What follows belongs to an exercise in optimizing a design on an open flow for small area, a short achievable clock period and few clock cycles per item; a production flow would make more cautious choices.
At most, simulation tests tie the RTL to the original design; equivalence was not proved.
Power and IR drop assume default switching activity.

## rvl_core
module rvl_core (
    input  wire        clk,
    input  wire        rst,
    input  wire        cmd_valid,
    input  wire [67:0] cmd_word,
    input  wire        enc_in_valid,
    input  wire [15:0] enc_in_data,
    output wire        enc_in_ready,
    output wire        enc_out_valid,
    output wire [7:0]  enc_out_data,
    input  wire        enc_out_ready,
    input  wire        dec_in_valid,
    input  wire [7:0]  dec_in_data,
    output wire        dec_in_ready,
    output wire        dec_out_valid,
    output wire [15:0] dec_out_data,
    input  wire        dec_out_ready,
    input  wire [3:0]  sts_sel,
    output reg  [35:0] sts_data
);
Size: roughly 3600 cells after synthesis, ~170 I/O pins.
clock: 7.0 ns
lec_check: 0
abc_clock_period_in_ps: 5000
cap_margin: 20
core_margin: 2
core_utilization: 40
setup_slack_margin: 2.8
slew_margin: 20
run.sh (not shown) runs the stock make flow with config.mk's settings and CLKGATE_MAP_FILE= SYNTH_SCRIPT=/design/flow/synth_recipe.tcl, a recipe that flattens the netlist after the stock synthesis.
Change:
--- a/flow/design.v
+++ b/flow/design.v
@@ -271,32 +271,31 @@
                      E_OUT_OF_RANGE = 2'd3;
     reg [2:0]  st;
     reg [1:0]  err;
     reg [31:0] cnt, prod, acc;
     reg [31:0] rem;              
     reg [33:0] len, bin;
     reg [34:0] nib;
     reg [1:0]  kd;               
-    reg [15:0] prev;             
-    reg        pz;               
+    reg [15:0] prev, po;
     reg        pov;
     reg        aovf;
     reg        gt;               
     reg        zchk;             
     reg [15:0] nbuf;             
     reg [2:0]  nc;               
     wire hb         = (bin != len);
     wire of         = !pov || out_ready;
     wire in_grp     = (st == S_PARSE) || (st == S_ZEROS);
     assign in_ready = hb && ((st == S_DRAIN) || (in_grp && (nc <= 3'd2)));
     wire take       = in_valid && in_ready;
     assign busy        = (st != S_IDLE) && (st != S_DONE) && (st != S_ERROR);
     assign out_valid   = pov;
-    assign out_data    = pz ? 16'd0 : prev;
+    assign out_data    = po;
     assign st_state    = st;
     assign st_err      = err;
     assign st_count    = cnt;
     assign st_len      = len;
     assign st_produced = prod;
     assign st_bytes_in = bin;
     assign st_nibbles  = nib;
     function rng_bad;
@@ -461,31 +460,31 @@
                     if (of) begin
                         st   <= nst;
                         err  <= nerr;
                         acc  <= nacc;
                         aovf <= novf;
                         gt   <= ngt;
                         zchk <= nzc;
                         if (wpix) begin
-                            pz   <= 1'b0;
+                            po   <= rec;
                             pov  <= 1'b1;
                             prev <= rec;
                             prod <= prod1;
                             rem  <= rem1;
                         end
                     end
                 end
                 S_ZEROS: begin
                     if (zchk && z_bad) begin
                         err <= E_OVERRUN;
                         st  <= S_DRAIN;
                     end else if (of) begin
                         zchk <= 1'b0;
-                        pz   <= 1'b1;
+                        po   <= 16'd0;
                         pov  <= 1'b1;
                         prod <= prod1;
                         rem  <= rem1;
                         acc  <= acc - 32'd1;
                         if (acc == 32'd1)
                             st <= last1 ? S_DRAIN : S_PARSE;
                     end
                 end
Outcome: The changed run completed without violations. First-iteration DRC count came out lower by 2.4%. Worst setup slack gets better by 85 ps. Final area came out higher by 0.46%. Via count came out lower by about 3%. Count of clock-buffer cells in the layout came out lower by 1. Total power came out lower by 1.6%.
Testbench counts after the change, summed over its fixed seeds: cycles 10,960, items 18,582.
For the first run of this note, only the layout was checked, not whether the RTL still works.

* * *

Setup of before:
Another version of the RTL of rvl_core (not shown whole).
Size: about 3800 cells after synthesis, roughly 490 flip-flops, roughly 170 I/O pins, about 0.031 mm² of cells after synthesis.
## rvl_core
module rvl_core (
    input  wire        clk,
    input  wire        rst,
    input  wire        cmd_valid,
    input  wire [67:0] cmd_word,
    input  wire        enc_in_valid,
    input  wire [15:0] enc_in_data,
    output wire        enc_in_ready,
    output wire        enc_out_valid,
    output wire [7:0]  enc_out_data,
    input  wire        enc_out_ready,
    input  wire        dec_in_valid,
    input  wire [7:0]  dec_in_data,
    output wire        dec_in_ready,
    output wire        dec_out_valid,
    output wire [15:0] dec_out_data,
    input  wire        dec_out_ready,
    input  wire [3:0]  sts_sel,
    output reg  [35:0] sts_data
);
    localparam [1:0] OP_ENC_START = 2'b00, OP_DEC_START = 2'b01;
    localparam [1:0] CE_OK = 2'd0, CE_RESERVED_OP = 2'd1, CE_BUSY = 2'd2;
    wire [1:0]  cmd_op    = cmd_word[67:66];
    wire [31:0] cmd_count = cmd_word[65:34];
    wire [33:0] cmd_len   = cmd_word[33:0];
    wire enc_busy, dec_busy;
    wire enc_start = cmd_valid && (cmd_op == OP_ENC_START) && !enc_busy;
    wire dec_start = cmd_valid && (cmd_op == OP_DEC_START) && !dec_busy;
    reg [1:0] cmd_err;
    always @(posedge clk) begin
        if (rst)
            cmd_err <= CE_OK;
        else if (cmd_valid) begin
            case (cmd_op)
                OP_ENC_START: cmd_err <= enc_busy ? CE_BUSY : CE_OK;
                OP_DEC_START: cmd_err <= dec_busy ? CE_BUSY : CE_OK;
                default:      cmd_err <= CE_RESERVED_OP;
  ...
Settings: LEC_CHECK=0, ABC_CLOCK_PERIOD_IN_PS=5000, CAP_MARGIN=20, CORE_MARGIN=2, CORE_UTILIZATION=40, SETUP_SLACK_MARGIN=2.8, SLEW_MARGIN=20; clock period 7.0 ns.
Testbench counts of before, summed over its fixed seeds: cycles 10,960, items 18,582.
[inputs] after vs before
--- a/flow/design.v
+++ b/flow/design.v
@@ -267,19 +267,19 @@
     output wire [33:0] st_bytes_in,
     output wire [34:0] st_nibbles
 );
     localparam [2:0] S_IDLE = 3'd0, S_PARSE = 3'd1, S_ZEROS = 3'd2, S_DRAIN = 3'd3,
                      S_DONE = 3'd6, S_ERROR = 3'd7;
     localparam [1:0] E_NONE = 2'd0, E_TRUNCATED = 2'd1, E_OVERRUN = 2'd2,
                      E_OUT_OF_RANGE = 2'd3;
     reg [2:0]  st;
     reg [1:0]  err;
-    reg [31:0] cnt, prod, acc;
+    reg [31:0] cnt, acc;
     reg [31:0] rem;              
     reg [33:0] len, bin;
     reg [34:0] nib;
     reg [1:0]  kd;               
     reg [15:0] prev, po;
     reg        pov;
     reg        aovf;
     reg        gt;               
     reg        zchk;             
@@ -291,19 +291,19 @@
     assign in_ready = hb && ((st == S_DRAIN) || (in_grp && (nc <= 3'd2)));
     wire take       = in_valid && in_ready;
     assign busy        = (st != S_IDLE) && (st != S_DONE) && (st != S_ERROR);
     assign out_valid   = pov;
     assign out_data    = po;
     assign st_state    = st;
     assign st_err      = err;
     assign st_count    = cnt;
     assign st_len      = len;
-    assign st_produced = prod;
+    assign st_produced = rem;
     assign st_bytes_in = bin;
     assign st_nibbles  = nib;
     function rng_bad;
         input [31:0] c;
         input        ovf;
         input [15:0] p;
         begin
             rng_bad = ovf || (c[31:17] != 15'd0) ||
                       (c[0] ? (c[16:1] >= p) : (c[16:1] > ~p));
@@ -317,19 +317,18 @@
     wire        ovf_a = aovf || (acc[31:29] != 3'd0);
     wire [31:0] acc_c = {acc_a[28:0], n1[2:0]};        
     wire        ovf_c = ovf_a || (acc_a[31:29] != 3'd0);
     wire [31:0] acc_d = {29'd0, n1[2:0]};              
     wire [31:0] acc1  = e0 ? 32'd0 : acc_a;
     wire        ovf1  = !e0 && ovf_a;
     wire [31:0] acc_b = e0 ? acc_d : acc_c;
     wire        ovf_b = !e0 && ovf_c;
     wire        gt1   = e0 ? !gt : gt;
-    wire [31:0] prod1 = prod + 32'd1;
     wire [31:0] rem1  = rem - 32'd1;
     wire        last1 = (rem == 32'd1);
     wire        z_bad = aovf || (acc > rem);
     wire        bad_a = rng_bad(acc_a, ovf_a, prev);
     wire        bad_c = rng_bad(acc_c, ovf_c, prev);
     wire        bad_d = rng_bad(acc_d, 1'b0, prev);
     wire        bad_b = e0 ? bad_d : bad_c;
     wire        zr_a  = !ovf_a && (acc_a == 32'd0);
     wire        zr_b  = !ovf_b && (acc_b == 32'd0);
@@ -419,31 +418,30 @@
             endcase
         end
     end
     always @(posedge clk) begin
         if (rst) begin
             st   <= S_IDLE;
             err  <= E_NONE;
             cnt  <= 32'd0;
             len  <= 34'd0;
-            prod <= 32'd0;
+            rem  <= 32'd0;
             bin  <= 34'd0;
             nib  <= 35'd0;
             kd   <= 2'd0;
             hb   <= 1'b0;
             pov  <= 1'b0;
             nc   <= 3'd0;
         end else if (start) begin
             st   <= (start_count != 32'd0) ? S_PARSE : S_DRAIN;
             err  <= E_NONE;
             cnt  <= start_count;
             len  <= start_len;
-            prod <= 32'd0;
             rem  <= start_count;
             bin  <= 34'd0;
             nib  <= 35'd0;
             kd   <= 2'd0;
             hb   <= (start_len != 34'd0);
             pov  <= 1'b0;
             nc   <= 3'd0;
             prev <= 16'd0;
             acc  <= 32'd0;
@@ -467,41 +465,41 @@
                         err  <= nerr;
                         acc  <= nacc;
                         aovf <= novf;
                         gt   <= ngt;
                         zchk <= nzc;
                         if (wpix) begin
                             po   <= rec;
                             pov  <= 1'b1;
                             prev <= rec;
-                            prod <= prod1;
                             rem  <= rem1;
                         end
                     end
                 end
                 S_ZEROS: begin
                     if (zchk && z_bad) begin
                         err <= E_OVERRUN;
                         st  <= S_DRAIN;
                     end else if (of) begin
                         zchk <= 1'b0;
                         po   <= 16'd0;
                         pov  <= 1'b1;
-                        prod <= prod1;
                         rem  <= rem1;
                         acc  <= acc - 32'd1;
                         if (acc == 32'd1)
                             st <= last1 ? S_DRAIN : S_PARSE;
                     end
                 end
                 S_DRAIN: begin
-                    if (!hb && of)
-                        st <= (err == E_NONE) ? S_DONE : S_ERROR;
+                    if (!hb && of) begin
+                        st  <= (err == E_NONE) ? S_DONE : S_ERROR;
+                        rem <= cnt - rem;
+                    end
                 end
                 default: ;
             endcase
         end
     end
 endmodule
 module rvl_core (
     input  wire        clk,
     input  wire        rst,
Compared with before, after shows final period utilization higher by 3.1 points. Slew at the pin closest to its max-slew limit ended up 0.17 ns higher on after than on before. after ends up with higher proportion of layout cells with a drive suffix above 1 than before does. After detailed routing, before needs less wire than after. Synthesized area divided by synthesized cell count for after is lower than for before. Synthesized-area fraction occupied by ao, oa, aoi and oai cells ended up 2.6 points higher on after than on before. after: diode insertion count for antenna repair 3 below before. after against before: global-route usage up 2.1 points; final design instance area without fill picked up an extra 3.0%. Diff before and after: number of vias after detailed routing higher in after. Launching element of the worst setup path = sts_sel[2]: after; launching element of the worst setup path = sts_sel[3]: before.
Only the layout flow was run in after; the RTL was not checked for function there.

## port drivers added, routing unchanged
The results above use ideal ports. As a check the final layouts listed here were re-extracted and re-timed, cells and wires unchanged. Step 1 assumes that a clkbuf_16 drives the clock port and a buf_2 every other input. Step 2 moves the port delays by t, midway between the first and last clock arrival at a register: inputs arrive t later, outputs are due t later. That takes back most of the time a late clock gives input paths. Slacks: ideal / step 1 / step 2; pairs: ideal / step 1.
run | shift t [ns] | setup WS [ns] | worst setup path at the end
the first run of note 1 | 0.680 | 2.732 / 2.664 / 2.340 | input to register
the second run of note 1 | 0.680 | 2.817 / 2.649 / 2.282 | input to register
before | 0.687 | 2.764 / 2.701 / 2.276 | input to register
after | 0.701 | 2.545 / 2.504 / 2.324 | input to register
After both steps setup and hold are still met in every run listed. The setup slack of the second run of note 1, which loses most, moves by -0.168 ns with the drivers and by -0.535 ns with both steps.
